This is an optimization exercise on Yosys and OpenROAD, whose aim is small area, a short achievable clock period and few clock cycles, not a production implementation.
At most, simulation tests tie the RTL to the original design; equivalence was not proved.
For runs 1 to 3, only the layout was checked, not whether the RTL still works.
Power is estimated from default activity; no workload was simulated.

`flow/config.mk`:
```
export PLATFORM = sky130hd
export DESIGN_NAME = usbpd_msg_engine
export DESIGN_NICKNAME = usbpd_msg_engine
export VERILOG_FILES = /design/flow/design.v
export SDC_FILE = /design/flow/constraint.sdc
export NUM_CORES = 4
export LEC_CHECK = 0
export CAP_MARGIN = 20
export CORE_MARGIN = 2
export CORE_UTILIZATION = 50
export CTS_BUF_LIST = sky130_fd_sc_hd__clkbuf_16
export CTS_CLUSTER_DIAMETER = 80
export CTS_CLUSTER_SIZE = 30
export SLEW_MARGIN = 20
```
`flow/constraint.sdc`:
```
create_clock -name core_clock -period 12.0 [get_ports {clk}]
set_input_delay 2.4000 -clock core_clock [delete_from_list [all_inputs] [get_ports {clk}]]
set_output_delay 2.4000 -clock core_clock [all_outputs]
set_load 0.01 [all_outputs]
```
`flow/design.v`:
```
module usbpd_msg_engine (
    input  wire         clk,
    input  wire         rst,           
    input  wire         cmd_valid,
    output wire         cmd_ready,
    input  wire [2:0]   cmd_op,
    input  wire [31:0]  cmd_arg,
    input  wire [223:0] cmd_obj,       
    output reg          rsp_valid,
    output reg          rsp_ok,
    output reg  [47:0]  rsp_data,
    output wire [223:0] rsp_obj,       
    output wire         tx_valid,
    input  wire         tx_ready,
    output reg  [7:0]   tx_data,
    input  wire         rx_valid,
    output wire         rx_ready,
    input  wire [7:0]   rx_data
);
    localparam [7:0] TOK_SYNC1   = 8'h12;
    localparam [7:0] TOK_SYNC2   = 8'h13;
    localparam [7:0] TOK_JAMCRC  = 8'hFF;
    localparam [7:0] TOK_EOP     = 8'h14;
    localparam [7:0] TOK_TXOFF   = 8'hFE;
    localparam [7:0] TOK_TXON    = 8'hA1;
    reg         idle;          
    reg         busy;          
    wire        ld = ~busy;    
    reg         bm;            
    reg         bc;            
    reg         is_cap;        
    reg         btx;           
    reg         brx;           
    reg [5:0]   cnt;           
    reg [2:0]   nobj;          
    reg         ft;            
    reg         fr;            
    reg         et;            
    reg         er;            
    reg [223:0] obj;
    assign cmd_ready = idle;
    assign tx_valid  = btx;
    assign rx_ready  = brx;
    assign rsp_obj   = obj;
    wire op_tx  = (cmd_op == 3'd4);
    wire op_rx  = (cmd_op == 3'd5);
    wire op_2c  = (cmd_op[2:1] == 2'b01);
    wire tx_go  = btx & tx_ready;
    wire rx_go  = brx & rx_valid;
    wire done   = (et & tx_ready) | (er & rx_valid);
    wire sh     = (ft & tx_ready) | (fr & rx_valid);
    wire [15:0] packhdr = {1'b0, cmd_arg[7:5], cmd_arg[10:8], cmd_arg[11],
                           cmd_arg[13:12], cmd_arg[14], cmd_arg[4:0]};
    wire [15:0] unpackhdr = {5'd0, cmd_arg[11:9], cmd_arg[14:12], cmd_arg[4:0]};
    wire [47:0] unpackcap_raw = {6'd0, cmd_arg[21:20], cmd_arg[24], cmd_arg[25],
                                 cmd_arg[26], cmd_arg[27], cmd_arg[28], cmd_arg[29],
                                 cmd_arg[31:30], 12'd0, cmd_arg[9:0], cmd_arg[19:10]};
    wire [47:0] packreq_raw = {6'd0, cmd_arg[29:21], 1'b0, 1'b0, cmd_arg[2:0], 3'b000, 1'b1,
                               19'd0, cmd_arg[20:16]};
    reg [47:0] codec;
    always @(*) begin
        case (cmd_op)
        3'd0:    codec = {32'd0, packhdr};
        3'd1:    codec = {32'd0, unpackhdr};
        3'd2:    codec = unpackcap_raw;
        3'd3:    codec = packreq_raw;
        3'd4:    codec = {32'd0, cmd_arg[15:0]};    
        default: codec = 48'd0;
        endcase
    end
    wire [15:0] cap_ma  = {rsp_data[19:10], 3'b000} + {rsp_data[19:10], 1'b0};
    wire [12:0] cap_t   = {rsp_data[9:0], 2'b00} + rsp_data[9:0];
    wire [15:0] cap_mv  = {rsp_data[12:0], 3'b000} + {rsp_data[12:0], 1'b0};
    wire [8:0]  req_xh  = rsp_data[41:33];
    wire [5:0]  req_qh  = req_xh / 9'd10;
    wire [3:0]  req_rh  = req_xh % 9'd10;
    wire [8:0]  req_xl  = {rsp_data[41:38], rsp_data[4:0]};
    wire [4:0]  req_ql  = req_xl / 9'd10;
    wire [9:0]  req_raw = {rsp_data[14:10], req_ql};
    wire [5:0] cn  = cnt + 6'd1;
    wire [5:0] n4  = {1'b0, nobj, 2'b00};
    always @(posedge clk) begin
        if (rst) begin
            idle      <= 1'b1;
            busy      <= 1'b0;
            bm        <= 1'b0;
            bc        <= 1'b0;
            btx       <= 1'b0;
            brx       <= 1'b0;
            rsp_valid <= 1'b0;
        end else begin
            rsp_valid <= (idle & cmd_valid & ~op_tx & ~op_rx & ~op_2c) | bc | done;
            if (idle) begin
                if (cmd_valid & (op_tx | op_rx | op_2c)) begin
                    idle <= 1'b0;
                    busy <= 1'b1;
                end
                bm  <= cmd_valid & op_2c;
                bc  <= 1'b0;
                btx <= cmd_valid & op_tx;
                brx <= cmd_valid & op_rx;
            end else if (bm) begin
                bm   <= 1'b0;
                bc   <= 1'b1;
            end else if (bc | done) begin
                idle <= 1'b1;
                busy <= 1'b0;
                bc   <= 1'b0;
                btx  <= 1'b0;
                brx  <= 1'b0;
            end
        end
    end
    always @(posedge clk) begin
        if (ld | rst) begin
            cnt  <= 6'd0;
            nobj <= cmd_arg[18:16];
            ft   <= 1'b0;
            fr   <= 1'b0;
            et   <= 1'b0;
            er   <= 1'b0;
        end else if (tx_go) begin
            cnt <= cn;
            ft  <= (cn >= 6'd6) && (cn <= 6'd5 + n4);
            et  <= (cn == 6'd10 + n4);
        end else if (rx_go) begin
            cnt <= cn;
            if (cnt == 6'd2) begin
                nobj <= rx_data[6:4];
                fr   <= (rx_data[6:4] != 3'd0);
            end else begin
                fr   <= (cn >= 6'd3) && (cn < 6'd3 + n4);
            end
            er <= (cnt == 6'd1) ? ~rsp_ok : ((cnt >= 6'd3) && (cn == 6'd6 + n4));
        end
    end
    always @(posedge clk) begin
        if (ld)
            tx_data <= TOK_SYNC1;
        else if (tx_go) begin
            if (cn <= 6'd2)
                tx_data <= TOK_SYNC1;
            else if (cn == 6'd3)
                tx_data <= TOK_SYNC2;
            else if (cn == 6'd4)
                tx_data <= {3'b100, nobj, 2'b10};
            else if (cn == 6'd5)
                tx_data <= rsp_data[7:0];
            else if (cn == 6'd6)
                tx_data <= rsp_data[15:8];
            else if (ft)
                tx_data <= obj[7:0];
            else if (cn == 6'd7 + n4)
                tx_data <= TOK_JAMCRC;
            else if (cn == 6'd8 + n4)
                tx_data <= TOK_EOP;
            else if (cn == 6'd9 + n4)
                tx_data <= TOK_TXOFF;
            else
                tx_data <= TOK_TXON;
        end
    end
    always @(posedge clk) begin
        if (ld) begin
            rsp_ok   <= (cmd_op[2:1] != 2'b11);
            rsp_data <= codec;
            is_cap   <= ~cmd_op[0];
        end else if (bm) begin
            if (is_cap) begin
                rsp_data[31:16] <= cap_ma;
                rsp_data[12:0]  <= cap_t;
            end else begin
                rsp_data[41:38] <= req_rh;
                rsp_data[15:10] <= req_qh;
            end
        end else if (bc) begin
            if (is_cap) begin
                rsp_data[15:0]  <= cap_mv;
            end else begin
                rsp_data[41:32] <= 10'd0;
                rsp_data[23:0]  <= {4'd0, req_raw[9:0], req_raw[9:0]};
            end
        end else if (tx_go) begin
            if (cn == 6'd6) rsp_data[15:0] <= 16'd0;    
        end else if (rx_go) begin
            if (cnt == 6'd0) rsp_ok <= (rx_data[7:5] == 3'b111);
            if (cnt == 6'd1 && rsp_ok) rsp_data[7:0]  <= rx_data;
            if (cnt == 6'd2 && rsp_ok) rsp_data[15:8] <= rx_data;
        end
    end
    integer j;
    always @(posedge clk) begin
        if (ld)
            obj <= cmd_obj;
        else if (sh) begin
            for (j = 0; j < 27; j = j + 1)
                if (brx && (j % 4 == 3) && (nobj == j / 4 + 1))
                    obj[8*j +: 8] <= rx_data;
                else
                    obj[8*j +: 8] <= obj[8*j+8 +: 8];
            obj[223:216] <= rx_data;
        end
    end
endmodule
```
`flow/flow/run.sh`:
```
#!/bin/bash
export BUFFER_PORTS_ARGS="-buffer_cell sky130_fd_sc_hd__buf_1"
export SETUP_SLACK_MARGIN=8.5
bash standard.sh > standard.log 2>&1
```
`flow/standard.sh`:
```
#!/bin/bash
# synth_recipe.tcl (not shown) runs the flow's synth.tcl, then flattens the netlist and writes it again
# the make line also repeats each setting of config.mk as NAME=value (left out here)
make -C /OpenROAD-flow-scripts/flow DESIGN_CONFIG=/design/flow/config.mk WORK_HOME=/design/flow/orfs CLKGATE_MAP_FILE= SYNTH_SCRIPT=/design/flow/synth_recipe.tcl "${@:-finish}"
```
==> run notes, run 1 <==
- Synthesized area: 16430 µm²
- Achievable clock frequency: 0.2640 GHz
- Most common cell after layout, fill and taps aside: buf_1
- Setup TNS Final: 0 ps
- Reg power frac: 45.1%
- Final Max Slew Viols: 0
- Total clock sinks: 295
- Crit-path max FO: 7
- Hold Path Class: flop to flop
- Min Tclk post-route: 3788 ps
- Yosys reg bits: 295
- Sw Pwr: 978.9 µW
- Hold worst-path end: tx_data[3]$_SDFFE_PN0P_
- Gr ovfl total: 0
- LEAKAGE: 8.960 nW
- Critical Path Most Common Cell: a22oi_2
- Reg-to-reg slack, setup: 8210 ps
- Crit-path cells: buf_6 -> buf_4 -> nor2b_4 -> a31oi_1 -> a22oi_2 -> nand3_4 -> o311ai_4 -> a22oi_2 -> ha_2 -> a21o_1 -> nor4_2 -> a311oi_2 -> a41oi_2 -> nor3_2 -> or3_1
- Setup crit end kind: flop
- Clk slew on worst S/H paths: 100 ps
- Final Non-Filler Cells: 2549
- Register area share after synthesis: 52.40%
- Hold_sp: tx_data[3]$_SDFFE_PN0P_
- Initial Utilization: 50.62%
- Hold path cells: 2
- GR Util met3: 7.766%
- DRC viols: 0
- Worst slew pin tran: 1057 ps
- First-pass GRT wire length: 85060 µm
- Layout cells sized above 1: 34.56%
- R2R Path End: rsp_data[10]$_DFFE_PP_
- Busiest metal layer after global routing: met2
- Warnings from Yosys: 1
- Place WS: 6823 ps
- Clock share of power: 25.0%
- Critical path type: flop to flop
- Wire length per cell: 24.21 µm
- Latest clock arrival within the worst-skew pair: 550 ps
- Netlist cell types: 83
- Num CTS Buffers: 18
- Cell Int Power: 2.017 mW
- HPWL Detailed: 43930 µm
- Gr usage total: 33.67%
- Ports: 557
- Status: finished clean
- Routed wire length: 61710 µm
- Initial antenna violation count: 17
- Max-cap violations: 0
- Worst setup margin: 8212 ps
- Core Rows: 66
- CTS tree: built
- Commonest non-fill, non-tap cells in the layout: 313 x buf_1, 270 x edfxtp_1, 181 x mux2_2, 178 x buf_4
- # placed instances: 2320
- EDFF count, synth: 270
- Core area: 32450 µm²
- Power share of the combinational group: 29.9%
- Die width: 185.3 µm
- Hold buffers post-CTS: 0
- CTS Buffer Depth: 3
- Buffers and inverters on the worst path: 2
- Die height: 185.3 µm
- Critical path required time: 12270 ps
- Nets: 2396
- FFs w/ async S/R, synth: 0%
- Synth Area per Inst: 11.64 µm²
- Fin crit share: 31.57%
- CP max stage cell: a22oi_2
- Relative slew slack: 29.53%
- Critical Path AT: 4060 ps
- Mapped Cells: 1412
- Htree depth: 1
- RR Startpoint: rsp_data[39]$_DFFE_PP_
- GR Util met1: 42.75%
- Full die area: 34330 µm²
- PwrDens: 135.6 nW/µm²
- P&R area growth vs syn: 34.44%
- GR Util met2: 56.76%
- RD Place Congestion: 0.9050
- Max VDD drop: 161.2 µV
- Initial DRC Count: 1460
- Cell family with most CP delay: compound AO/OA/AOI/OAI gates
- Vias in the first global route: 13280
- # setup viols final: 0
- Setup Skew: 46.80 ps
- Clock tree root driver cell: clkbuf_16
- DRT Pass-1 Iters: 5
- Net Sw Frac: 32.68%
- Final hold vios: 0
- Via count: 14710
- Crit-path max cell delay: 460 ps
- Worst hold margin: 496.2 ps
- Port Buffers: 549
- Post-DR vias/cell: 5.771
- R2r worst-path depth: 15
- Largest net degree at the start of global routing: 167
- RSZ-0062 raised after global routing: yes
- Synth Flop Type: edfxtp_1
- Post-route ant nets: 0
- Critical path launch point type: flop
[worst reg2reg max path: stages, from the launching register on]
cell,delay [ps]
edfxtp_1,430
buf_6,150
buf_4,170
nor2b_4,180
a31oi_1,180
a22oi_2,460
nand3_4,170
o311ai_4,110
a22oi_2,150
ha_2,210
a21o_1,180
nor4_2,270
a311oi_2,90
a41oi_2,370
nor3_2,110
or3_1,320
[synthesized netlist by cell type (all sizes together) (3+ instances only)]
library cell  count  area [µm²]
edfxtp          270        8108
mux2            183        2064
nor2            126       473.0
a21oi           118       590.6
mux2i            73       730.7
nand2            71       266.5
clkbuf           69       259.0
o21ai            68       340.3
ha               38       475.5
buf              34       202.7
inv              33       123.9
nand3            33       165.2
dfxtp            25       500.5
nor2b            22       137.6
xnor2            22       192.7
nand2b           15       93.84
nor3             15       80.08
a22oi            14       110.1
a31oi            14       87.58
o22ai            13       87.58
a211oi           11       87.58
xor2             10       87.58
a221oi            9       78.83
a21o              7       52.55
a22o              6       52.55
and3              6       37.54
o21bai            6       45.04
o221ai            6       52.55
or3               6       37.54
a221o             5       50.05
a311oi            5       61.31
nand3b            5       37.54
nand4             5       31.28
nor4              5       46.29
o21a              5       37.54
a2111oi           4       41.29
a21boi            3       22.52
and2              3       18.77
nand4b            3       26.28
nor3b             3       22.52
[what timing repair did]
| item | CTS | global route |
|---|---|---|
| gates cloned | 3 | 1 |
| setup buffers | 108 | 74 |
| pin swaps | 5 | 23 |
| resized for setup | 246 | 228 |
| setup endpoints to repair | 437 | 318 |
[power by group through the flow]
stage	clock [mW]	combinational, mW	sequential, mW
finish	0.748	0.896	1.35
global route	0.783	0.952	1.36
CTS	0.752	0.774	1.35
detailed placement	0	0.622	1.40
global placement	0	0.616	1.40
floorplan	0	0.355	1.41
[metal layers]
metal / routed length (µm) / share of wire [%]
met5: 53 / 0.086
met4: 2545 / 4.1
met3: 5264 / 8.5
met2: 30200 / 49
met1: 23650 / 38
[cells by family after synthesis]
kind of cell,Yosys count,share of synthesized area (%)
AND/OR/NAND/NOR,325,9.344
multiplexers,256,17.01
adder cells (fa/ha/maj),42,3.260
XOR/XNOR,33,1.843
AO/OA/AOI/OAI,323,12.54
other,1,0.02282
buffers and inverters,137,3.587
flip-flops,295,52.40
[worst max path at each step]
stage,start,end,slack [ps],cells past startpoint
after global placement,rx_valid,obj[211]$_DFFE_PP_,6870,4
after floorplan,tx_ready,obj[0]$_DFFE_PP_,7550,1
final,rsp_data[39]$_DFFE_PP_,rsp_data[10]$_DFFE_PP_,8210,15
after CTS,rsp_data[39]$_DFFE_PP_,rsp_data[40]$_DFFE_PP_,8340,15
after detailed placement,rx_valid,obj[211]$_DFFE_PP_,6820,4
after global routing,rsp_data[39]$_DFFE_PP_,rsp_data[10]$_DFFE_PP_,8080,15
[registers in the layout, summed over array words and instances (netlist names), 3 cells and up]
name      flops
cnt           6
nobj          3
obj         224
rsp_data     41
tx_data       8
[per-stage QoR]
stage / area (µm²) / total power [mW] / util (%)
after floorplan: 16590 / 1.763 / -
after global placement: 18770 / 2.014 / 57.84
after detailed placement: 18770 / 2.022 / 57.84
after CTS: 20870 / 2.873 / 64.31
after global routing: 22070 / 3.097 / 68.00
final: 22090 / 2.995 / 68.06
[final cells by class]
class	count	area, µm²
fill	2657	10370
sequential	295	8625
multi-input combinational	988	7644
timing repair buffer	747	4447
tap	442	553.0
clock buffer	18	450.4
clock inverter	13	203.9
inverter	34	135.1
antenna	12	30.03
==> run 2, diff against run 1 <==
==> flow/flow/run.sh (replaced) <==
#!/bin/bash
export BUFFER_PORTS_ARGS="-buffer_cell sky130_fd_sc_hd__buf_1"
export SETUP_SLACK_MARGIN=8.2
bash standard.sh > standard.log 2>&1
--- a/flow/config.mk
+++ b/flow/config.mk
@@ -10,5 +10,5 @@
 export CORE_UTILIZATION = 50
-export CTS_BUF_LIST = sky130_fd_sc_hd__clkbuf_16
-export CTS_CLUSTER_DIAMETER = 80
-export CTS_CLUSTER_SIZE = 30
+export CTS_BUF_LIST = sky130_fd_sc_hd__clkbuf_8
+export CTS_CLUSTER_DIAMETER = 60
+export CTS_CLUSTER_SIZE = 16
 export SLEW_MARGIN = 20
==> run 2 against run 1 <==
Worst setup slack improved by 15 ps. First-iteration DRC count decreased by 23%. Combinational power decreased by 23%. Highest routed layer unchanged. Die area unchanged. Largest cell class unchanged. Cell area decreased by 10%. Largest power group unchanged. Register-to-register slack improved by 140 ps. Critical path depth decreased by 14. Worst hold slack improved by 9.4 ps. Clock power decreased by 6.7%.
==> run notes, run 2 <==
- Status: finished clean
- Crit-path cells: buf_1
- Die width: 185.3 µm
- First-pass GRT wire length: 83230 µm
- Relative slew slack: 25.88%
- Critical path required time: 9600 ps
- Full die area: 34330 µm²
- Initial Utilization: 50.62%
- CP max stage cell: buf_1
- Register area share after synthesis: 52.40%
- Tot Pwr: 2.741 mW
- Nets: 2262
- # fillers: 2883
- Largest register FFs: 224
- Setup Skew: 33.26 ps
- Clock tree root driver cell: clkbuf_8
- Htree depth: 1
- # setup viols final: 0
- RR Startpoint: rsp_data[38]$_DFFE_PP_
- Hold worst-path end: tx_data[3]$_SDFFE_PN0P_
- Placed inst area: 18740 µm²
- Synth area leader: edfxtp_1
- Hold Path Class: flop to flop
- Cell family with most CP delay: buffers and inverters
- Most common cell after layout, fill and taps aside: buf_1
- Top-count cell post-synth: edfxtp_1
- Largest register by flop count: obj
- Post-DR vias/cell: 5.771
- Critical path launch point type: flop
- Fin crit share: 31.45%
- Via count: 13980
- RSZ-0062 raised after global routing: yes
- Largest net degree at the start of global routing: 193
- # placed instances: 2318
- Initial antenna violation count: 15
- Critical path type: flop to output pin
- Core area: 32450 µm²
- Crit-path max FO: 2
- Reg-to-reg slack, setup: 8350 ps
- Final hold vios: 0
- Biggest regs: obj: 224 flops, rsp_data: 41 flops, tx_data: 8 flops
- Ports: 557
- Max-cap violations: 0
- P&R area growth vs syn: 20.69%
- Setup crit end kind: output pin
- Worst slew pin tran: 1112 ps
- R2r worst-path depth: 14
- EDFF count, synth: 270
- Synth Flop Type: edfxtp_1
- Final Max Slew Viols: 0
- CTS tree: built
- RD Place Congestion: 0.8885
- HPWL Detailed: 43510 µm
- Clk slew on worst S/H paths: 100 ps
- Die height: 185.3 µm
- Synth Area per Inst: 11.64 µm²
- Critical Path AT: 1370 ps
- PwrDens: 138.3 nW/µm²
- Share of the synthesized area in the top cell type: 49.35%
- Crit-path max cell delay: 400 ps
- Layout cells sized above 1: 16.08%
- Num CTS Buffers: 29
- Mapped Cells: 1412
- Final Cell Area: 19830 µm²
- DRT Pass-1 Iters: 5
- Core Rows: 66
- Gr ovfl total: 0
- Netlist cell types: 83
- Commonest non-fill, non-tap cells in the layout: 545 x buf_1, 270 x edfxtp_1, 182 x mux2_2, 126 x nor2_1, 118 x a21oi_1
- R2R Path End: rsp_data[40]$_DFFE_PP_
- Vias in the first global route: 13030
- Latest clock arrival within the worst-skew pair: 630 ps
- Final Non-Filler Cells: 2423
- Leading post-synthesis cells by cell area: edfxtp_1 49%, mux2_2 12%, mux2i_1 4.4%
- Setup TNS Final: 0 ps
- Total clock sinks: 295
- Port Buffers: 549
- Hold_sp: tx_data[3]$_SDFFE_PN0P_
- Achievable clock frequency: 0.2650 GHz
- Gr usage total: 33.14%
- Warnings from Yosys: 1
- Buffers and inverters on the worst path: 1
- Yosys reg bits: 295
- Initial DRC Count: 1131
- Routed wire length: 59370 µm
- Wire length per cell: 24.50 µm
- CTS Buffer Depth: 3
- LEAKAGE: 7.346 nW
- DRC viols: 0
- Post-route ant nets: 0
- FFs w/ async S/R, synth: 0%
- Min Tclk post-route: 3774 ps
- Max VDD drop: 132.4 µV
- Synthesized area: 16430 µm²
- Post-synth top cells: 270 x edfxtp_1, 182 x mux2_2, 126 x nor2_1, 118 x a21oi_1, 73 x mux2i_1
- Hold path cells: 2
## run 2: logic make-up after synthesis
group           Yosys count  share of synthesized area (%)
xor+xnor                 33                          1.843
mux                     256                          17.01
other cells               1                        0.02282
simple gates            325                          9.344
flops                   295                          52.40
buf+inv                 137                          3.587
compound gates          323                          12.54
fa+ha+maj                42                          3.260
## run 2: metrics by stage
| step | setup slack (ps) | hold WS, ps | utilization (%) |
|---|---|---|---|
| finish | 8226 | 505.6 | 61.10 |
| CTS | 8154 | 506.2 | 60.58 |
| detailed placement | 7239 | 485.1 | 57.73 |
| floorplan | 7545 | 454.4 | - |
| global placement | 7242 | 487.7 | 57.73 |
| global route | 8085 | 521.6 | 61.05 |
## run 2: how the worst max path moves through the flow
stage	from	endpoint	cells after the start
4_1_cts	rsp_data[38]$_DFFE_PP_	rsp_data[10]$_DFFE_PP_	12
3_5_place_dp	rx_valid	obj[210]$_DFFE_PP_	3
3_3_place_gp	rx_valid	obj[209]$_DFFE_PP_	3
2_1_floorplan	tx_ready	obj[0]$_DFFE_PP_	1
5_1_grt	rsp_data[38]$_DFFE_PP_	rsp_data[10]$_DFFE_PP_	13
6_report	obj[135]$_DFFE_PP_	rsp_obj[135]	1
## run 2: what timing repair did
item	4_1_cts	5_1_grt
cloned	2	1
resized for setup	14	15
setup buffers	29	11
hold buffers	0	0
pin swaps	1	3
setup endpoints to repair	186	90
## run 2: layer usage
| metal | global-route usage (%) | routed length, µm |
|---|---|---|
| met5 | 0 | 67 |
| met4 | 12.70 | 2263 |
| met3 | 7.707 | 5020 |
| met2 | 54.73 | 29020 |
| met1 | 42.31 | 22990 |
## run 2: power breakdown
group / total, mW / switching [mW] / internal (mW) / leakage [nW]
clock: 0.698 / 0.395 / 0.303 / 0.322
sequential: 1.36 / 0.0883 / 1.27 / 3.03
combinational: 0.687 / 0.418 / 0.269 / 3.99
total: 2.74 / 0.901 / 1.84 / 7.35
## run 2: final cells by class
type                            count  area [µm²]  share of cell area (%)
Clock buffer                       29       399.1                   2.013
Inverter                           34       127.6                  0.6436
Tap cell                          442       553.0                   2.789
Timing Repair Buffer              602        2534                   12.78
Multi-Input combinational cell    988        7348                   37.06
Sequential cell                   295        8615                   43.44
Clock inverter                     23       227.7                   1.148
Antenna cell                       10       25.02                  0.1262
==> run 3, diff against run 2 <==
--- a/flow/design.v
+++ b/flow/design.v
@@ -56,3 +56,3 @@
                                  cmd_arg[26], cmd_arg[27], cmd_arg[28], cmd_arg[29],
-                                 cmd_arg[31:30], 12'd0, cmd_arg[9:0], cmd_arg[19:10]};
+                                 cmd_arg[31:30], 12'd0, cmd_arg[19:0]};
     wire [47:0] packreq_raw = {6'd0, cmd_arg[29:21], 1'b0, 1'b0, cmd_arg[2:0], 3'b000, 1'b1,
@@ -70,11 +70,10 @@
     end
-    wire [15:0] cap_ma  = {rsp_data[19:10], 3'b000} + {rsp_data[19:10], 1'b0};
-    wire [12:0] cap_t   = {rsp_data[9:0], 2'b00} + rsp_data[9:0];
-    wire [15:0] cap_mv  = {rsp_data[12:0], 3'b000} + {rsp_data[12:0], 1'b0};
-    wire [8:0]  req_xh  = rsp_data[41:33];
-    wire [5:0]  req_qh  = req_xh / 9'd10;
-    wire [3:0]  req_rh  = req_xh % 9'd10;
-    wire [8:0]  req_xl  = {rsp_data[41:38], rsp_data[4:0]};
-    wire [4:0]  req_ql  = req_xl / 9'd10;
-    wire [9:0]  req_raw = {rsp_data[14:10], req_ql};
+    wire [12:0] m5_a    = {rsp_data[12:10] & {3{~bm}}, rsp_data[9:0]};
+    wire [14:0] m5      = {m5_a, 2'b00} + m5_a;
+    wire [12:0] cap_t   = {rsp_data[19:10], 2'b00} + rsp_data[19:10];
+    wire [15:0] cap_x10 = {m5, 1'b0};
+    wire [8:0]  req_v   = {rsp_data[41:38], bm ? rsp_data[37:33] : rsp_data[4:0]};
+    wire [5:0]  req_q   = req_v / 9'd10;
+    wire [3:0]  req_r   = req_v % 9'd10;
+    wire [9:0]  req_raw = {rsp_data[14:10], req_q[4:0]};
     wire [5:0] cn  = cnt + 6'd1;
@@ -169,7 +168,7 @@
             if (is_cap) begin
-                rsp_data[31:16] <= cap_ma;
+                rsp_data[31:16] <= cap_x10;
                 rsp_data[12:0]  <= cap_t;
             end else begin
-                rsp_data[41:38] <= req_rh;
-                rsp_data[15:10] <= req_qh;
+                rsp_data[41:38] <= req_r;
+                rsp_data[15:10] <= req_q;
             end
@@ -177,3 +176,3 @@
             if (is_cap) begin
-                rsp_data[15:0]  <= cap_mv;
+                rsp_data[15:0]  <= cap_x10;
             end else begin
==> run 3 against run 2 <==
Sequential cell count is 1 higher. Utilization is 1.4 points higher. Count of clock-buffer cells in the layout is 1 lower. Still clean. Non-clock buffer count is 15 higher. Highest routed layer unchanged. Die area is 1.8% lower. Worst setup slack worse by 460 ps. Maximum frequency is 11% lower.
==> run notes, run 3 <==
- Net Sw Frac: 34.28%
- Clock tree root driver cell: clkbuf_8
- P&R area growth vs syn: 22.72%
- Tot Pwr: 2.933 mW
- Netlist cell types: 80
- Clk slew on worst S/H paths: 100 ps
- Hold buffers post-CTS: 0
- Setup Skew: 22.05 ps
- Post-DR vias/cell: 5.902
- Largest register FFs: 224
- Synthesized area: 16120 µm²
- Share of the synthesized area in the top cell type: 50.47%
- Reg power frac: 47.8%
- Crit-path cells: buf_6 -> mux2i_4 -> xnor2_2 -> o311a_4 -> or3_4 -> a211oi_2 -> a31oi_1 -> o211ai_1 -> nand2_1 -> ha_2 -> a21o_1 -> buf_4 -> buf_4 -> o31ai_4 -> a31oi_4 -> and3_1 -> or3_1
- Core area: 31640 µm²
- Full die area: 33700 µm²
- Ports: 557
- Sw Pwr: 1.006 mW
- Worst slew pin tran: 1153 ps
- Register area share after synthesis: 53.57%
- Wire length per cell: 25.53 µm
- Port Buffers: 550
- DRT Pass-1 Iters: 7
- Largest register by flop count: obj
- # setup viols final: 0
- Crit-path max cell delay: 420 ps
- Final Max Slew Viols: 0
- Min Tclk post-route: 4235 ps
- DRC viols: 0
- PwrDens: 148.2 nW/µm²
- Critical path type: flop to flop
- Die height: 183.6 µm
- Max VDD drop: 114.7 µV
- Largest family of logic cells by synthesized area: multiplexers
- Setup TNS Final: 0 ps
- LEAKAGE: 7.384 nW
- Total clock sinks: 296
- Simple-Gate Fraction of Synth Area: 8.838%
- Adder-Cell Fraction of Synth Area: 3.275%
- Nets: 2234
- Layout cells sized above 1: 17.78%
- # fillers: 2722
- Gr usage total: 33.86%
- RSZ-0062 raised after global routing: yes
- Most common cell after layout, fill and taps aside: buf_1
- Leading post-synthesis cells by cell area: edfxtp_1 50%, mux2_2 13%, mux2i_1 3.5%
- Latest clock arrival within the worst-skew pair: 620 ps
- Compound-gate portion of the synthesized area: 12.78%
- Synth Flop Type: edfxtp_1
- First-pass GRT wire length: 84280 µm
- CTS tree: built
- Critical path launch point type: flop
- Status: finished clean
- Post-synthesis mux area share: 16.42%
- Post-synth top cells: 271 x edfxtp_1, 181 x mux2_2, 117 x nor2_1, 105 x a21oi_1, 73 x nand2_1
- Synth area leader: edfxtp_1
- Vias in the first global route: 13210
- FFs w/ async S/R, synth: 0%
- Relative slew slack: 23.13%
- Post-synthesis xor/xnor area fraction: 1.886%
- Via count: 13850
- Core Rows: 65
- HPWL Detailed: 43990 µm
- Synth Area per Inst: 11.83 µm²
- CTS Buffer Depth: 3
- Critical Path Most Common Cell: buf_4
- Clock share of power: 23.7%
- EDFF count, synth: 271
- Hold path cells: 2
- Initial Utilization: 50.97%
- Num CTS Buffers: 28
- Critical Path AT: 4600 ps
- Initial antenna violation count: 10
- Critical path required time: 12370 ps
- Post-route ant nets: 0
- CP max stage cell: or3_4
- Largest net degree at the start of global routing: 99
- Cell Int Power: 1.928 mW
- Fin crit share: 35.29%
- Setup crit end kind: flop
- Crit-path max FO: 4
- Final hold vios: 0
- Warnings from Yosys: 1
- Htree depth: 1
- Routed wire length: 59930 µm
- Commonest non-fill, non-tap cells in the layout: 544 x buf_1, 271 x edfxtp_1, 181 x mux2_2, 115 x nor2_1, 104 x a21oi_1
- Gr ovfl total: 0
- Power share of the combinational group: 28.5%
- Max-cap violations: 0
- Mapped Cells: 1363
- RD Place Congestion: 0.9652
- R2r worst-path depth: 17
- Die width: 183.6 µm
- Hold Path Class: flop to flop
- Initial DRC Count: 1366
- Achievable clock frequency: 0.2361 GHz
- Yosys reg bits: 296
- Top-count cell post-synth: edfxtp_1
- Biggest regs: obj: 224 flops, rsp_data: 42 flops, tx_data: 8 flops
==> run 3: changes by cell type in the layout (fill, tap and decap cells not counted), sizes merged, moves of 5 or more <==
cell,before,now
buf,598,613
a21oi,118,105
mux2i,73,60
o211ai,2,13
nand3,33,23
nor2,126,117
a211oi,11,3
o21ai,68,76
nor3,15,22
a22oi,14,20
a21boi,3,8
clkinv,11,6
diode,10,5
==> run 3: final cells by class <==
type	instances	area (µm²)	area share [%]
diodes	5	12.51	0.06323
clock inverters	21	232.7	1.176
clock buffers	28	385.4	1.948
multi-input cells	949	7172	36.24
inverters	29	108.9	0.5501
well taps	402	503.0	2.542
flip-flops and latches	296	8647	43.70
repair buffers	617	2726	13.78
==> run 3: timing repair <==
action / CTS / global route
gates resized for setup: 31 / 26
buffers inserted: 38 / 15
pin swaps: 10 / 12
gates cloned: 3 / 1
setup endpoints to repair: 206 / 105
==> run 3: final timing paths <==
path                              to  slack (ps)                    start
max           rsp_data[41]$_DFFE_PP_        7770            bm$_SDFF_PP0_
min          tx_data[2]$_SDFFE_PN0P_         470  tx_data[2]$_SDFFE_PN0P_
max reg2reg   rsp_data[41]$_DFFE_PP_        7770            bm$_SDFF_PP0_
min reg2reg  tx_data[2]$_SDFFE_PN0P_         470  tx_data[2]$_SDFFE_PN0P_
==> run 3: power by group through the flow <==
stage          Combinational, mW  Clock [mW]  Sequential, mW
2_1_floorplan              0.399           0            1.44
3_3_place_gp               0.714           0            1.43
3_5_place_dp               0.716           0            1.43
4_1_cts                    0.791       0.703            1.40
5_1_grt                    0.889       0.740            1.41
6_report                   0.837       0.695            1.40
==> run 3: kinds of logic (layout without fill, tap and decap cells) <==
logic type,count (synthesis),count (layout)
other,1,11
flip-flops,296,296
AO/OA/AOI/OAI,320,321
adder cells (fa/ha/maj),41,41
AND/OR/NAND/NOR,306,306
multiplexers,241,242
buffers and inverters,125,695
XOR/XNOR,33,33
==> run 3: through the flow <==
stage               hold slack [ps]  util (%)  std cells  setup WS (ps)  cell area (µm²)
floorplan                     431.7         -       1368           7545            16180
global placement              442.2     58.26       2235           7137            18430
detailed placement            452.6     58.26       2235           7056            18430
CTS                           467.1     61.80       2325           7973            19550
global route                  478.1     62.52       2344           7644            19780
finish                        465.3     62.55       2347           7765            19790
==> run 3: layer usage <==
| layer | track usage (%) | vias up | wire length, µm |
|---|---|---|---|
| met5 | 0 | - | 37 |
| met2 | 56.71 | 735 | 28980 |
| met4 | 12.00 | 6 | 2510 |
| li1 | - | 6278 | - |
| met3 | 9.192 | 151 | 5952 |
| met1 | 42.26 | 6683 | 22440 |
==> run 3: critical path: cells and delay by family, from the launching register on <==
kind / cells / cell delay, ps
AOI/OAI and AO/OA: 7 / 1530
and+or+nand+nor: 4 / 1100
buffers and inverters: 3 / 390
DFF: 1 / 380
muxes: 1 / 290
adders and majority gates: 1 / 200
xor gates and xnor gates: 1 / 110
==> run 4, diff against run 3 <==
--- a/flow/design.v
+++ b/flow/design.v
@@ -162,7 +162,3 @@
     always @(posedge clk) begin
-        if (ld) begin
-            rsp_ok   <= (cmd_op[2:1] != 2'b11);
-            rsp_data <= codec;
-            is_cap   <= ~cmd_op[0];
-        end else if (bm) begin
+        if (bm) begin
             if (is_cap) begin
@@ -181,2 +177,6 @@
             end
+        end else if (ld) begin
+            rsp_ok   <= (cmd_op[2:1] != 2'b11);
+            rsp_data <= codec;
+            is_cap   <= ~cmd_op[0];
         end else if (tx_go) begin
==> run 4 against run 3 <==
Non-clock buffer count decreased by 25. Sequential cell count unchanged. Cell area decreased by 1.7%. Global-route usage decreased by 0.88 points. Via count decreased by 1.5%. Worst hold slack improved by 12 ps. Die area increased by 0.52%. Critical path type is now flop to output pin. Largest power group unchanged.
==> run notes, run 4 <==
- Die height: 184.1 µm
- Full die area: 33880 µm²
- Post-DR vias/cell: 5.893
- Critical path type: flop to output pin
- P&R area growth vs syn: 19.96%
- R2r worst-path depth: 14
- Gr ovfl total: 0
- LEAKAGE: 7.267 nW
- Post-route ant nets: 0
- Placed inst area: 18540 µm²
- Status: finished clean
- Fin crit share: 31.46%
- RD Place Congestion: 0.9662
- Max-cap violations: 0
- Port Buffers: 550
- Largest net degree at the start of global routing: 101
- # setup viols final: 0
- Initial DRC Count: 1352
- Nets: 2201
- PwrDens: 148.9 nW/µm²
- Warnings from Yosys: 1
- Critical path required time: 9600 ps
- Core area: 31720 µm²
- Critical Path AT: 1380 ps
- Top Layer Used: met5
- Initial antenna violation count: 5
- Crit-path max FO: 4
- Setup TNS Final: 0 ps
- Final Max Slew Viols: 0
- Max VDD drop: 101.3 µV
- Clk slew on worst S/H paths: 90 ps
- Worst slew pin tran: 1150 ps
- Mapped Cells: 1351
- Most common cell after layout, fill and taps aside: buf_1
- Setup crit end kind: output pin
- Worst hold margin: 477.5 ps
- Total clock sinks: 296
- Layout cells sized above 1: 15.83%
- Wire length per cell: 24.86 µm
- Final hold vios: 0
- Place WS: 6729 ps
- Core Rows: 65
- Routed wire length: 57550 µm
- Die width: 184.1 µm
- Leading post-synthesis cells by cell area: edfxtp_1 50%, mux2_2 13%, mux2i_1 4.0%
- # placed instances: 2231
- Yosys reg bits: 296
- Relative slew slack: 23.36%
- Synth area leader: edfxtp_1
- Clock tree root driver cell: clkbuf_8
- Met1 Wirelength: 22380 µm
- Netlist cell types: 80
- Synthesized area: 16210 µm²
- Final core utilization: 61.31%
- Setup Skew: 24.09 ps
- Htree depth: 1
- FFs w/ async S/R, synth: 0%
- Latest clock arrival within the worst-skew pair: 610 ps
- Hold path cells: 2
- Worst setup margin: 8225 ps
- First-pass GRT wire length: 82880 µm
- Gr usage total: 32.99%
- Via count: 13640
- Post-synth top cells: 271 x edfxtp_1, 187 x mux2_2, 115 x nor2_1, 97 x a21oi_1, 78 x nand2_1
- DR WL met3: 5323 µm
- Num CTS Buffers: 28
- Achievable clock frequency: 0.2649 GHz
- Tot Pwr: 2.896 mW
- CTS Buffer Depth: 3
- Met2 Routed Length: 27970 µm
- DRC viols: 0
- Initial Utilization: 51.11%
- Synth Flop Type: edfxtp_1
- Min Tclk post-route: 3775 ps
- Final Non-Filler Cells: 2315
- Largest register by flop count: obj
- Hold Path Class: flop to flop
- Ports: 557
- Synth Area per Inst: 12.00 µm²
- Biggest regs: obj: 224 flops, rsp_data: 42 flops, tx_data: 8 flops
- RSZ-0062 raised after global routing: yes
- # fillers: 2768
- HPWL Detailed: 42540 µm
- Share of the synthesized area in the top cell type: 50.20%
- Top-count cell post-synth: edfxtp_1
- Critical path launch point type: flop
- Vias in the first global route: 13160
- Register area share after synthesis: 53.29%
- DRT Pass-1 Iters: 7
- Largest register FFs: 224
- Final Cell Area: 19450 µm²
- CTS tree: built
- EDFF count, synth: 271
- Commonest non-fill, non-tap cells in the layout: 549 x buf_1, 271 x edfxtp_1, 187 x mux2_2, 114 x nor2_1, 97 x a21oi_1
## run 4: kinds of logic after synthesis
group,count (synthesis),synth area share (%)
other,1,0.02313
and+or+nand+nor,318,9.177
AOI/OAI and AO/OA,280,11.70
buffers and inverters,130,3.373
DFF,296,53.29
adders and majority gates,41,3.257
muxes,255,17.38
xor gates and xnor gates,30,1.798
## run 4: final cells by class
| type | count | area [µm²] | area share (%) |
|---|---|---|---|
| well taps | 402 | 503.0 | 2.587 |
| clock inverters | 21 | 193.9 | 0.9973 |
| repair buffers | 592 | 2417 | 12.43 |
| clock buffers | 29 | 399.1 | 2.052 |
| flip-flops and latches | 296 | 8650 | 44.48 |
| diodes | 5 | 12.51 | 0.06434 |
| inverters | 38 | 142.6 | 0.7335 |
| multi-input cells | 932 | 7128 | 36.66 |
## run 4: where the power goes
group / switching (mW) / internal (mW)
Combinational: 0.510 / 0.314
Sequential: 0.105 / 1.29
Clock: 0.390 / 0.283
Total: 1.00 / 1.89
## run 4: repair_timing
item	in CTS	in global routing
endpoints found under the setup margin	113	96
hold buffers	0	0
gates resized for setup	10	9
cloned	1	0
pin swaps	1	1
setup buffers	26	2
## run 4: final timing paths
| kind | startpoint | end | slack (ps) |
|---|---|---|---|
| max | rsp_data[38]$_DFFE_PP_ | rsp_data[38] | 8220 |
| min | et$_SDFFE_PN0P_ | et$_SDFFE_PN0P_ | 480 |
| max reg2reg | rsp_data[38]$_DFFE_PP_ | rsp_data[40]$_DFFE_PP_ | 8310 |
| min reg2reg | et$_SDFFE_PN0P_ | et$_SDFFE_PN0P_ | 480 |
## run 4: critical path, cell delays in order (launching register included)
cell and delay (ps):
edfxtp_1 470, buf_4 180, buf_1 120
## run 4: per-layer routing
metal | GRT usage (%) | vias to the layer above
met2 | 55.38 | 687
met3 | 7.924 | 122
met1 | 42.65 | 6639
met5 | 0 | -
li1 | - | 6192
met4 | 9.376 | 2
Testbench counts of run 4, summed over its fixed seeds: cycles 73,000.
==> run 5, diff against run 4 <==
--- a/flow/config.mk
+++ b/flow/config.mk
@@ -7,2 +7,3 @@
 export LEC_CHECK = 0
+export ABC_AREA = 1
 export CAP_MARGIN = 20
==> run 5 against run 4 <==
Still clean. Power rose by 6.4%. Maximum frequency shrank 1.6%. Die area decreased by 4.0%. Largest power group unchanged.
==> run notes, run 5 <==
- Crit-path max cell delay: 510 ps
- PwrDens: 163.4 nW/µm²
- Post-DR vias/cell: 5.653
- Most common cell after layout, fill and taps aside: nand2_1
- R2r worst-path depth: 27
- Clk slew on worst S/H paths: 100 ps
- Ports: 557
- Max-cap violations: 0
- Yosys reg bits: 296
- Die height: 180.4 µm
- Crit-path max FO: 5
- Biggest regs: obj: 224 flops, rsp_data: 42 flops, tx_data: 8 flops
- Vias in the first global route: 14320
- Min Tclk post-route: 3838 ps
- Synth area leader: edfxtp_1
- Wire length per cell: 22.62 µm
- # placed instances: 2631
- Critical path type: flop to output pin
- Final Cell Area: 18860 µm²
- RD Place Congestion: 0.9764
- Reg-to-reg slack, setup: 8300 ps
- Synthesized area: 15550 µm²
- Top-count cell post-synth: nand2_1
- Initial Utilization: 50.83%
- Initial antenna violation count: 8
- Hold path cells: 2
- Routed wire length: 61260 µm
- Sw Pwr: 1.190 mW
- Full die area: 32530 µm²
- Hold_sp: tx_data[5]$_SDFFE_PN0P_
- Fin crit share: 31.99%
- Critical Path AT: 1440 ps
- HPWL Detailed: 46260 µm
- Core Rows: 64
- Buffers and inverters on the worst path: 2
- Gr usage total: 36.30%
- Clock tree root driver cell: clkbuf_8
- Via count: 15310
- Post-synth top cells: 706 x nand2_1, 271 x edfxtp_1, 120 x inv_1, 84 x nor2_1, 79 x o21ai_0
- Mapped Cells: 1751
- Leading post-synthesis cells by cell area: edfxtp_1 52%, nand2_1 17%, dfxtp_1 3.2%
- Setup crit end kind: output pin
- Met1 Wirelength: 23270 µm
- RR Startpoint: rsp_data[41]$_DFFE_PP_
- Die width: 180.4 µm
- Setup TNS Final: 0 ps
- Largest register by flop count: obj
- DR WL met3: 6145 µm
- Final core utilization: 61.64%
- Critical path required time: 9600 ps
- Worst hold margin: 477.5 ps
- Cell family with most CP delay: flip-flops
- Latest clock arrival within the worst-skew pair: 620 ps
- Relative slew slack: 12.18%
- Crit-path cells: buf_4 -> buf_1
- Worst slew pin tran: 1303 ps
- # fillers: 2811
- Critical path launch point type: flop
- Place WS: 7093 ps
- Achievable clock frequency: 0.2605 GHz
- Total clock sinks: 296
- # setup viols final: 0
- Port Buffers: 550
- Post-route ant nets: 0
- Final Non-Filler Cells: 2708
- Tot Pwr: 3.081 mW
- Num CTS Buffers: 29
- First-pass GRT wire length: 89230 µm
- Placed inst area: 17900 µm²
- R2R Path End: rsp_data[40]$_DFFE_PP_
- CTS tree: built
- Nets: 2596
- Htree depth: 1
- Largest net degree at the start of global routing: 231
- P&R area growth vs syn: 21.26%
- Reg power frac: 47.0%
- Final Max Slew Viols: 0
- Netlist cell types: 53
- Synth Area per Inst: 8.881 µm²
- Top Layer Used: met5
- Synth Flop Type: edfxtp_1
- LEAKAGE: 8.000 nW
- Initial DRC Count: 1784
- Max VDD drop: 94.91 µV
- DRC viols: 0
- Warnings from Yosys: 1
- Met2 Routed Length: 29120 µm
- CP max stage cell: edfxtp_1
- FFs w/ async S/R, synth: 0%
- Share of the synthesized area in the top cell type: 52.33%
- Register area share after synthesis: 55.55%
- DRT Pass-1 Iters: 6
- Largest register FFs: 224
- CTS Buffer Depth: 3
- Commonest non-fill, non-tap cells in the layout: 697 x nand2_1, 548 x buf_1, 271 x edfxtp_1, 123 x inv_1, 78 x nor2_1
- Hold Path Class: flop to flop
- Clock share of power: 22.1%
- Power share of the combinational group: 30.9%
- Core area: 30590 µm²
- Layout cells sized above 1: 5.857%
- Gr ovfl total: 0
- Status: finished clean
- Worst setup margin: 8162 ps
- RSZ-0062 raised after global routing: yes
- Setup Skew: 25.89 ps
- Cell Int Power: 1.891 mW
- Hold worst-path end: tx_data[5]$_SDFFE_PN0P_
- Final hold vios: 0
- Net Sw Frac: 38.63%
- EDFF count, synth: 271
[run 5: cell types whose count changed after synthesis, moves of 35 or more]
cell,change
o211ai_1,+41
inv_1,+83
o21ai_0,+37
mux2_2,-187
o21a_1,+35
nand2_1,+628
mux2i_1,-64
[run 5: cell families (layout without fill, tap and decap cells)]
group	Yosys count	in the layout	share of synthesized area [%]
adders and majority gates	41	41	3.396
buffers and inverters	210	758	5.262
other	1	14	0.02412
and+or+nand+nor	878	878	22.16
AOI/OAI and AO/OA	311	311	12.82
DFF	296	296	55.55
xor gates and xnor gates	14	14	0.7886
[run 5: how the worst max path moves through the flow]
stage                      startpoint                     end  cells after the start
6_report       rsp_data[39]$_DFFE_PP_            rsp_data[39]                      2
5_1_grt        rsp_data[41]$_DFFE_PP_  rsp_data[40]$_DFFE_PP_                     27
4_1_cts                      tx_ready  rsp_data[14]$_DFFE_PP_                      9
3_5_place_dp                 rx_valid      obj[149]$_DFFE_PP_                      4
3_3_place_gp                 tx_ready      obj[149]$_DFFE_PP_                      4
2_1_floorplan                rx_valid        obj[0]$_DFFE_PP_                      1
[run 5: cell type report]
cell class	count	area, µm²	share of cell area (%)
well taps	396	495.5	2.628
inverters	131	499.2	2.648
flip-flops and latches	296	8643	45.84
multi-input cells	1251	6306	33.44
clock inverters	23	196.4	1.042
repair buffers	574	2285	12.12
diodes	7	17.52	0.09290
clock buffers	30	412.9	2.190
[run 5: repair_timing]
action,in CTS,in global routing
hold buffers,0,0
resized for setup,10,47
buffers inserted,6,11
pin swaps,0,10
setup endpoints to repair,96,94
[run 5: worst min-delay path: cells and delay by family (launching register included)]
kind,cells,cell delay (ps)
AOI/OAI and AO/OA,1,60
DFF,1,340
and+or+nand+nor,1,50
[run 5: power groups by stage]
stage,clock (mW),sequential (mW),combinational (mW)
after CTS,0.685,1.44,0.863
after detailed placement,0,1.47,0.843
final,0.681,1.45,0.952
after global routing,0.719,1.46,1.03
after floorplan,0,1.49,0.455
after global placement,0,1.47,0.830
[run 5: layer usage]
| layer | vias to the layer above | track usage, % |
|---|---|---|
| met3 | 153 | 6.730 |
| met2 | 907 | 59.39 |
| li1 | 6996 | - |
| met5 | - | 0 |
| met1 | 7250 | 47.99 |
| met4 | 2 | 14.39 |
==> run 6, diff against run 5 <==
--- a/flow/design.v
+++ b/flow/design.v
@@ -181,5 +181,5 @@
             is_cap   <= ~cmd_op[0];
-        end else if (tx_go) begin
-            if (cn == 6'd6) rsp_data[15:0] <= 16'd0;    
-        end else if (rx_go) begin
+        end else if (btx) begin
+            if (cnt >= 6'd6) rsp_data[15:0] <= 16'd0;
+        end else if (brx) begin
             if (cnt == 6'd0) rsp_ok <= (rx_data[7:5] == 3'b111);
--- a/flow/config.mk
+++ b/flow/config.mk
@@ -7,3 +7,2 @@
 export LEC_CHECK = 0
-export ABC_AREA = 1
 export CAP_MARGIN = 20
==> run 6 against run 5 <==
Die area up 2.7%. Still clean. Worst setup slack worse by 63 ps. Synthesized cell count down 25%. Sequential cell count unchanged. Non-clock buffer count up 31. Sequential power about the same. Register-to-register slack worse by 200 ps. Sequential share of layout area down 1.5 points. Largest cell class unchanged. Clock power down 5.1%. Combinational power down 2.2%. Power down 1.8%.
==> run notes, run 6 <==
- DRC viols: 0
- Via count: 13350
- Initial antenna violation count: 8
- Commonest non-fill, non-tap cells in the layout: 547 x buf_1, 271 x edfxtp_1, 186 x mux2_2, 108 x a21oi_1, 104 x nor2_1
- Full die area: 33410 µm²
- Synthesized area: 15980 µm²
- Biggest regs: obj: 224 flops, rsp_data: 42 flops, tx_data: 8 flops
- Htree depth: 1
- LEAKAGE: 7.283 nW
- Wire length per cell: 24.42 µm
- Vias in the first global route: 12760
- Routed wire length: 56140 µm
- PwrDens: 155.4 nW/µm²
- Synth Area per Inst: 12.15 µm²
- EDFF count, synth: 271
- RSZ-0062 raised after global routing: yes
- Final hold vios: 0
- Initial DRC Count: 1158
- Placed inst area: 18310 µm²
- Largest net degree at the start of global routing: 81
- Share of the synthesized area in the top cell type: 50.92%
- Status: finished clean
- Place WS: 6232 ps
- Gr usage total: 31.99%
- DRT Pass-1 Iters: 5
- Final Max Slew Viols: 0
- Layout cells sized above 1: 17.42%
- Worst setup margin: 8099 ps
- Post-route ant nets: 0
- Latest clock arrival within the worst-skew pair: 600 ps
- Achievable clock frequency: 0.2563 GHz
- Die height: 182.8 µm
- Most common cell after layout, fill and taps aside: buf_1
- Leading post-synthesis cells by cell area: edfxtp_1 51%, mux2_2 13%, mux2i_1 4.2%
- Worst slew pin tran: 1150 ps
- Netlist cell types: 82
- Hold Path Class: flop to flop
- Max-cap violations: 0
- Adder-Cell Fraction of Synth Area: 3.304%
- Setup TNS Final: 0 ps
- Compound-gate portion of the synthesized area: 11.13%
- Relative slew slack: 23.34%
- Critical path required time: 12340 ps
- Top-count cell post-synth: edfxtp_1
- Final core utilization: 61.73%
- # fillers: 2782
- Post-synthesis mux area share: 17.75%
- Total clock sinks: 296
- Largest register by flop count: obj
- P&R area growth vs syn: 21.87%
- Clock tree root driver cell: clkbuf_8
- Core Rows: 65
- Critical path launch point type: flop
- Port Buffers: 550
- Crit-path max FO: 6
- Critical Path AT: 4240 ps
- Nets: 2187
- Yosys reg bits: 296
- # setup viols final: 0
- Synth area leader: edfxtp_1
- Register area share after synthesis: 54.05%
- Critical path type: flop to flop
- CTS Buffer Depth: 3
- CTS tree: built
- Register Area: 8646 µm²
- FFs w/ async S/R, synth: 0%
- Clk slew on worst S/H paths: 100 ps
- First-pass GRT wire length: 80250 µm
- Fin crit share: 32.51%
- Min Tclk post-route: 3901 ps
- Warnings from Yosys: 1
- Die width: 182.8 µm
- Largest register FFs: 224
- Num CTS Buffers: 29
- Post-synthesis xor/xnor area fraction: 1.894%
- Largest family of logic cells by synthesized area: multiplexers
- Initial Utilization: 50.65%
- Post-synth top cells: 271 x edfxtp_1, 186 x mux2_2, 108 x a21oi_1, 104 x nor2_1, 74 x nand2_1
- HPWL Detailed: 40610 µm
- Core area: 31560 µm²
- Area of the multi-input gates: 6982 µm²
- Gr ovfl total: 0
- Post-DR vias/cell: 5.808
- Hold buffers post-CTS: 0
- Setup Skew: 16.93 ps
- Setup crit end kind: flop
- Synth Flop Type: edfxtp_1
- Ports: 557
- Max VDD drop: 115.2 µV
- RD Place Congestion: 0.9302
- Simple-Gate Fraction of Synth Area: 8.729%
- Final Cell Area: 19480 µm²
- Mapped Cells: 1316
## run 6: final timing paths
kind | slack [ps] | endpoint | from | depth (start not counted)
worst max-delay path | 8100 | rsp_data[41]$_DFFE_PP_ | rsp_data[2]$_DFFE_PP_ | 15
worst min-delay path | 460 | et$_SDFFE_PN0P_ | et$_SDFFE_PN0P_ | 2
worst max register to register | 8100 | rsp_data[41]$_DFFE_PP_ | rsp_data[2]$_DFFE_PP_ | 15
worst min register to register | 460 | et$_SDFFE_PN0P_ | et$_SDFFE_PN0P_ | 2
## run 6: cell families after synthesis
family	count (synthesis)
AO/OA/AOI/OAI	274
XOR/XNOR	33
adder cells (fa/ha/maj)	41
buffers and inverters	120
flip-flops	296
multiplexers	257
other	1
AND/OR/NAND/NOR	294
## run 6: worst max-delay path, stage by stage (launching register included)
cell and delay (ps):
edfxtp_1 560, nor2_1 90, mux4_2 520, o311ai_4 280, o31ai_4 160, and3_4 190
xnor2_1 160, ha_1 220, a31oi_2 210, nand2_1 100, or2_2 290, a41oi_2 220
o32ai_4 140, and2b_1 230, xnor2_1 160, o22ai_1 100
## run 6: per-layer routing
layer  vias up  track usage (%)  wire length (µm)
met5         -                0                45
met4         8            9.824              1814
met3       111            7.387              4779
met2       608            54.62             27670
met1      6546            40.66             21830
li1       6079                -                 -
## run 6: power breakdown
group	internal (mW)	leakage [nW]	switching (mW)
clock network	0.244	0.276	0.402
logic	0.379	4.00	0.552
registers	1.32	3.01	0.127
total	1.94	7.28	1.08
## run 6: cell type report
| class | instances | area share, % |
|---|---|---|
| antenna | 3 | 0.03854 |
| clock buffer | 29 | 2.049 |
| clock inverter | 22 | 0.8736 |
| inverter | 34 | 0.6552 |
| multi-input combinational | 908 | 35.84 |
| sequential | 296 | 44.39 |
| tap | 402 | 2.582 |
| timing repair buffer | 605 | 13.57 |
## run 6: repair_timing
| action | CTS | global route |
|---|---|---|
| pin swaps | 3 | 2 |
| gates resized for setup | 22 | 10 |
| gates cloned | 6 | 0 |
| setup buffers | 30 | 11 |
| setup endpoints to repair | 181 | 13 |
## run 6: stage by stage
| step | total power, mW | hold slack [ps] | std cells |
|---|---|---|---|
| after detailed placement | 2.309 | 451.0 | 2198 |
| after floorplan | 1.981 | 432.0 | 1322 |
| final | 3.026 | 461.8 | 2299 |
| after CTS | 3.001 | 464.0 | 2285 |
| after global placement | 2.301 | 445.4 | 2198 |
| after global routing | 3.157 | 477.6 | 2298 |
Testbench counts of run 6, summed over its fixed seeds: cycles 73,000.
==> run 7, diff against run 6 <==
==> flow/flow/run.sh (replaced) <==
#!/bin/bash
export BUFFER_PORTS_ARGS="-buffer_cell sky130_fd_sc_hd__buf_1"
export POST_GLOBAL_PLACE_TCL="$PWD/flow/size_inbufs.tcl"
export SETUP_SLACK_MARGIN=8.2
bash standard.sh > standard.log 2>&1
==> flow/flow/size_inbufs.tcl (new file) <==
# Hook run after global placement (POST_GLOBAL_PLACE_TCL): the port buffers
# that buffer_ports inserted are all sky130_fd_sc_hd__buf_1; give the input
# ports whose buffer drives many pins a stronger buffer.
set block [ord::get_db_block]
set n_up 0
foreach bterm [$block getBTerms] {
  if {[$bterm getIoType] != "INPUT"} { continue }
  set net [$bterm getNet]
  if {$net == "NULL"} { continue }
  foreach iterm [$net getITerms] {
    set inst [$iterm getInst]
    set master [[$inst getMaster] getName]
    if {![string match "sky130_fd_sc_hd__buf_1" $master]} { continue }
    foreach it [$inst getITerms] {
      if {![$it isOutputSignal]} { continue }
      set onet [$it getNet]
      if {$onet == "NULL"} { continue }
      set fo [expr {[llength [$onet getITerms]] - 1}]
      set cell ""
      if {$fo >= 4} {
        set cell sky130_fd_sc_hd__buf_4
      } elseif {$fo >= 2} {
        set cell sky130_fd_sc_hd__buf_2
      }
      if {$cell ne ""} {
        replace_cell [$inst getName] $cell
        incr n_up
        puts "size_inbufs: [$bterm getName] fanout $fo -> $cell"
      }
    }
  }
}
puts "size_inbufs: resized $n_up input port buffers"
--- a/flow/config.mk
+++ b/flow/config.mk
@@ -7,2 +7,3 @@
 export LEC_CHECK = 0
+export ABC_AREA = 1
 export CAP_MARGIN = 20
==> run 7 against run 6 <==
Critical path depth decreased by 14. First-iteration DRC count increased by 25%. Worst hold slack improved by 4.2 ps. Power decreased by 0.82%. Sequential cell count unchanged. Global-route usage increased by 1.7 points. Clock power increased by 7.1%. Utilization decreased by 0.37 points. Cell area decreased by 3.4%. Sequential power about the same.
==> run notes, run 7 <==
- CTS Buffer Depth: 3
- Initial Utilization: 50.99%
- Total clock sinks: 296
- Commonest non-fill, non-tap cells in the layout: 726 x nand2_1, 512 x buf_1, 271 x edfxtp_1, 119 x inv_1, 77 x nor2_1
- Ports: 557
- Synth Flop Type: edfxtp_1
- Crit-path cells: buf_1
- LEAKAGE: 8.070 nW
- Die height: 180.9 µm
- Core area: 30670 µm²
- DRT Pass-1 Iters: 6
- Register area share after synthesis: 55.24%
- Crit-path max cell delay: 550 ps
- Fin crit share: 31.32%
- Final Cell Area: 18820 µm²
- Warnings from Yosys: 1
- Hold Path Class: flop to flop
- Wire length per cell: 20.86 µm
- Core Rows: 64
- Vias in the first global route: 14060
- Final Non-Filler Cells: 2720
- Largest net degree at the start of global routing: 104
- DRC viols: 0
- FFs w/ async S/R, synth: 0%
- Status: finished clean
- Critical path launch point type: flop
- Initial antenna violation count: 4
- Worst hold margin: 466.0 ps
- Crit-path max FO: 4
- Nets: 2607
- Clock tree root driver cell: clkbuf_8
- Post-synth top cells: 728 x nand2_1, 271 x edfxtp_1, 113 x inv_1, 80 x nor2_1, 72 x o21ai_0
- Die width: 180.9 µm
- # fillers: 2852
- Worst setup margin: 8242 ps
- CTS tree: built
- Setup crit end kind: output pin
- Full die area: 32710 µm²
- Biggest regs: obj: 224 flops, rsp_data: 42 flops, tx_data: 8 flops
- Mapped Cells: 1765
- # placed instances: 2645
- Tot Pwr: 3.001 mW
- Max VDD drop: 108.6 µV
- P&R area growth vs syn: 20.34%
- Initial DRC Count: 1448
- Cell family with most CP delay: flip-flops
- Largest register by flop count: obj
- Port Buffers: 550
- Relative slew slack: 29.43%
- Buffers and inverters on the worst path: 1
- Gr ovfl total: 0
- Achievable clock frequency: 0.2661 GHz
- Gr usage total: 33.70%
- Max-cap violations: 0
- Worst slew pin tran: 1059 ps
- Leading post-synthesis cells by cell area: edfxtp_1 52%, nand2_1 17%, dfxtp_1 3.2%
- # setup viols final: 0
- Final core utilization: 61.36%
- Setup Skew: 31.70 ps
- Htree depth: 1
- Clk slew on worst S/H paths: 80 ps
- Largest register FFs: 224
- Layout cells sized above 1: 6.770%
- CP max stage cell: edfxtp_1
- Synth area leader: edfxtp_1
- Latest clock arrival within the worst-skew pair: 640 ps
- Hold buffers post-CTS: 0
- First-pass GRT wire length: 84570 µm
- Critical path required time: 9600 ps
- Critical Path AT: 1360 ps
- Post-route ant nets: 0
- Place WS: 7006 ps
- EDFF count, synth: 271
- Final Max Slew Viols: 0
- PwrDens: 159.5 nW/µm²
- Critical path type: flop to output pin
- Num CTS Buffers: 31
- RSZ-0062 raised after global routing: yes
- Share of the synthesized area in the top cell type: 52.04%
- Min Tclk post-route: 3758 ps
- Synth Area per Inst: 8.860 µm²
- Routed wire length: 56730 µm
- HPWL Detailed: 43320 µm
- Via count: 14850
- Setup TNS Final: 0 ps
- Post-DR vias/cell: 5.461
- Placed inst area: 18020 µm²
- Yosys reg bits: 296
- Final hold vios: 0
- Most common cell after layout, fill and taps aside: nand2_1
- Synthesized area: 15640 µm²
- Netlist cell types: 48
- Top-count cell post-synth: nand2_1
run 7: changes by cell type after synthesis, sizes merged, moves of 20 or more:
| cell | before | now |
|---|---|---|
| xnor2 | 23 | 3 |
| o21a | 2 | 40 |
| inv | 34 | 123 |
| o211ai | 6 | 53 |
| a21oi | 108 | 70 |
| nand2 | 74 | 747 |
| mux2 | 186 | 0 |
| nand3 | 22 | 46 |
| mux2i | 70 | 0 |
| nor2 | 105 | 83 |
| o21ai | 59 | 80 |
run 7: per-layer routing:
metal  wire length, µm  track usage (%)  up-vias
met2             27110            56.55      765
met5                27                0        -
met3              5159            7.015      151
met1             21830            42.85     6907
li1                  -                -     7026
met4              2608            13.16        4
run 7: path summary, 6_finish.rpt:
path | start | endpoint | slack (ps) | cells after the start
max | rsp_data[9]$_DFFE_PP_ | rsp_data[9] | 8240 | 1
min reg2reg | tx_data[2]$_SDFFE_PN0P_ | tx_data[2]$_SDFFE_PN0P_ | 470 | 2
min | tx_data[2]$_SDFFE_PN0P_ | tx_data[2]$_SDFFE_PN0P_ | 470 | 2
max reg2reg | rsp_data[39]$_DFFE_PP_ | rsp_data[41]$_DFFE_PP_ | 8460 | 30
run 7: final cells by class:
cell class	count	area, µm²	area share, %
clock buffer	32	440.4	2.340
antenna	5	12.51	0.06648
clock inverter	26	198.9	1.057
sequential	296	8646	45.94
inverter	126	480.5	2.553
multi-input combinational	1268	6243	33.18
tap	396	495.5	2.633
timing repair buffer	571	2302	12.23
run 7: logic make-up after synthesis:
family	after synthesis	share of synthesized area [%]
compound gates	307	12.59
xor+xnor	13	0.7281
buf+inv	207	5.224
flops	296	55.24
simple gates	900	22.82
other cells	1	0.02398
fa+ha+maj	41	3.376
run 7: power breakdown:
group          switching (mW)  internal (mW)  total [mW]
clock network           0.407          0.285       0.692
logic                   0.593          0.273       0.866
registers               0.128           1.32        1.44
run 7: timing repair:
action,in CTS,in global routing
endpoints found under the setup margin,93,19
pin swaps,0,3
resized for setup,7,10
setup buffers,5,7
==> run 8, diff against run 7 <==
--- a/flow/config.mk
+++ b/flow/config.mk
@@ -15 +15,2 @@
 export SLEW_MARGIN = 20
+export TNS_END_PERCENT = 40
==> run 8 against run 7 <==
Die area stayed put. Clock power hardly changed. Cell area is 0.22% lower. Register-to-register slack hardly changed. Utilization is 0.13 points lower. Combinational power is 2% lower. Via count is 0.24% higher. Global-route usage is 0.19 points lower. Worst setup slack worse by 84 ps. Power is 0.20% lower. Clock skew is 7.9 ps higher. Largest power group unchanged.
==> run notes, run 8 <==
- Die height: 180.9 µm
- Post-DR vias/cell: 5.488
- Worst slew pin tran: 1055 ps
- Clock tree root driver cell: clkbuf_8
- Mapped Cells: 1765
- Nets: 2602
- Initial DRC Count: 1424
- Commonest non-fill, non-tap cells in the layout: 725 x nand2_1, 512 x buf_1, 271 x edfxtp_1, 119 x inv_1, 77 x nor2_1
- Placed inst area: 18020 µm²
- Synth area leader: edfxtp_1
- Power share of the combinational group: 28.5%
- Setup TNS Final: 0 ps
- P&R area growth vs syn: 20.07%
- Status: finished clean
- HPWL Detailed: 43320 µm
- Reg power frac: 48.5%
- Full die area: 32710 µm²
- Die width: 180.9 µm
- Netlist cell types: 48
- Core area: 30670 µm²
- Gr ovfl total: 0
- Final core utilization: 61.23%
- Critical path required time: 9600 ps
- Share of the synthesized area in the top cell type: 52.04%
- Setup Skew: 39.56 ps
- DRC viols: 0
- Setup crit end kind: output pin
- Gr usage total: 33.51%
- Initial antenna violation count: 4
- Critical path type: flop to output pin
- First-pass GRT wire length: 84210 µm
- Critical path launch point type: flop
- Achievable clock frequency: 0.2603 GHz
- Post-synth top cells: 728 x nand2_1, 271 x edfxtp_1, 113 x inv_1, 80 x nor2_1, 72 x o21ai_0
- Crit-path cells: buf_1
- Latest clock arrival within the worst-skew pair: 640 ps
- Cell family with most CP delay: flip-flops
- Wire length per cell: 20.87 µm
- Relative slew slack: 29.67%
- Port Buffers: 550
- Via count: 14890
- DRT Pass-1 Iters: 7
- Register area share after synthesis: 55.24%
- PwrDens: 159.5 nW/µm²
- Hold buffers post-CTS: 0
- RSZ-0062 raised after global routing: yes
- Warnings from Yosys: 1
- Largest register by flop count: obj
- CTS tree: built
- Buffers and inverters on the worst path: 1
- Fin crit share: 32.02%
- Post-route ant nets: 0
- CTS Buffer Depth: 3
- Num CTS Buffers: 31
- CP max stage cell: edfxtp_1
- Net Sw Frac: 37.54%
- Initial Utilization: 50.99%
- Clk slew on worst S/H paths: 100 ps
- Total clock sinks: 296
- Final Max Slew Viols: 0
- Critical Path AT: 1440 ps
- Final Cell Area: 18780 µm²
- Most common cell after layout, fill and taps aside: nand2_1
- Min Tclk post-route: 3842 ps
- Vias in the first global route: 14050
- Crit-path max FO: 6
- # setup viols final: 0
- Core Rows: 64
- Largest register FFs: 224
- Yosys reg bits: 296
- Cell Int Power: 1.871 mW
- Max VDD drop: 108.7 µV
- FFs w/ async S/R, synth: 0%
- Synth Flop Type: edfxtp_1
- Top-count cell post-synth: nand2_1
- Hold Path Class: flop to flop
- Max-cap violations: 0
- Synthesized area: 15640 µm²
- Ports: 557
- Clock share of power: 23.0%
- Reg-to-reg slack, setup: 8470 ps
- Final hold vios: 0
- Largest net degree at the start of global routing: 104
- LEAKAGE: 8.047 nW
- Synth Area per Inst: 8.860 µm²
- EDFF count, synth: 271
- Biggest regs: obj: 224 flops, rsp_data: 42 flops, tx_data: 8 flops
- Crit-path max cell delay: 610 ps
- Layout cells sized above 1: 6.655%
- Htree depth: 1
- Routed wire length: 56620 µm
- Leading post-synthesis cells by cell area: edfxtp_1 52%, nand2_1 17%, dfxtp_1 3.2%
- Sw Pwr: 1.124 mW
-- run 8: repair_timing --
action | in CTS | in global routing
pin swaps | 0 | 5
setup buffers | 0 | 7
endpoints found under the hold margin | 0 | 0
setup endpoints to repair | 93 | 30
gates resized for setup | 6 | 10
-- run 8: kinds of logic after synthesis --
| logic type | count (synthesis) | synth area share (%) |
|---|---|---|
| AO/OA/AOI/OAI | 307 | 12.59 |
| XOR/XNOR | 13 | 0.7281 |
| buffers and inverters | 207 | 5.224 |
| flip-flops | 296 | 55.24 |
| other | 1 | 0.02398 |
| AND/OR/NAND/NOR | 900 | 22.82 |
| adder cells (fa/ha/maj) | 41 | 3.376 |
-- run 8: layout make-up --
| type | instances | area, µm² |
|---|---|---|
| fill | 2859 | 11890 |
| clock inverter | 26 | 198.9 |
| multi-input combinational | 1268 | 6251 |
| clock buffer | 32 | 440.4 |
| timing repair buffer | 566 | 2261 |
| tap | 396 | 495.5 |
| sequential | 296 | 8643 |
| inverter | 126 | 480.5 |
| antenna | 3 | 7.507 |
-- run 8: worst paths after layout --
path	startpoint	to	cells after the start
worst min-delay path	tx_data[2]$_SDFFE_PN0P_	tx_data[2]$_SDFFE_PN0P_	2
worst max-delay path	rsp_data[14]$_DFFE_PP_	rsp_data[14]	1
worst max register to register	rsp_data[39]$_DFFE_PP_	rsp_data[41]$_DFFE_PP_	30
worst min register to register	tx_data[2]$_SDFFE_PN0P_	tx_data[2]$_SDFFE_PN0P_	2
-- run 8: routing by layer --
metal	up-vias	part of all wire, %	GRT usage (%)
li1	7009	-	-
met1	6992	38	42.29
met2	735	48	56.29
met3	149	8.9	7.176
met4	4	4.6	13.39
met5	-	0.048	0
-- run 8: power groups by stage --
stage / clock network (mW) / logic [mW] / registers [mW]
4_1_cts: 0.700 / 0.831 / 1.45
3_3_place_gp: 0 / 0.809 / 1.47
5_1_grt: 0.739 / 0.932 / 1.47
6_report: 0.690 / 0.853 / 1.45
3_5_place_dp: 0 / 0.826 / 1.47
2_1_floorplan: 0 / 0.451 / 1.49
-- run 8: stage by stage --
step | total power [mW] | hold slack, ps | std cells | setup WS (ps)
floorplan | 1.939 | 456.1 | 1771 | 7545
global placement | 2.279 | 456.7 | 2645 | 6968
detailed placement | 2.296 | 454.9 | 2645 | 7006
CTS | 2.980 | 467.0 | 2703 | 8137
global route | 3.139 | 486.9 | 2711 | 8128
finish | 2.996 | 465.4 | 2713 | 8158
-- run 8: worst min-delay path: stages, from the launching register on --
cell and delay, ps:
dfxtp_1 310, nand2_1 60, a21oi_1 50
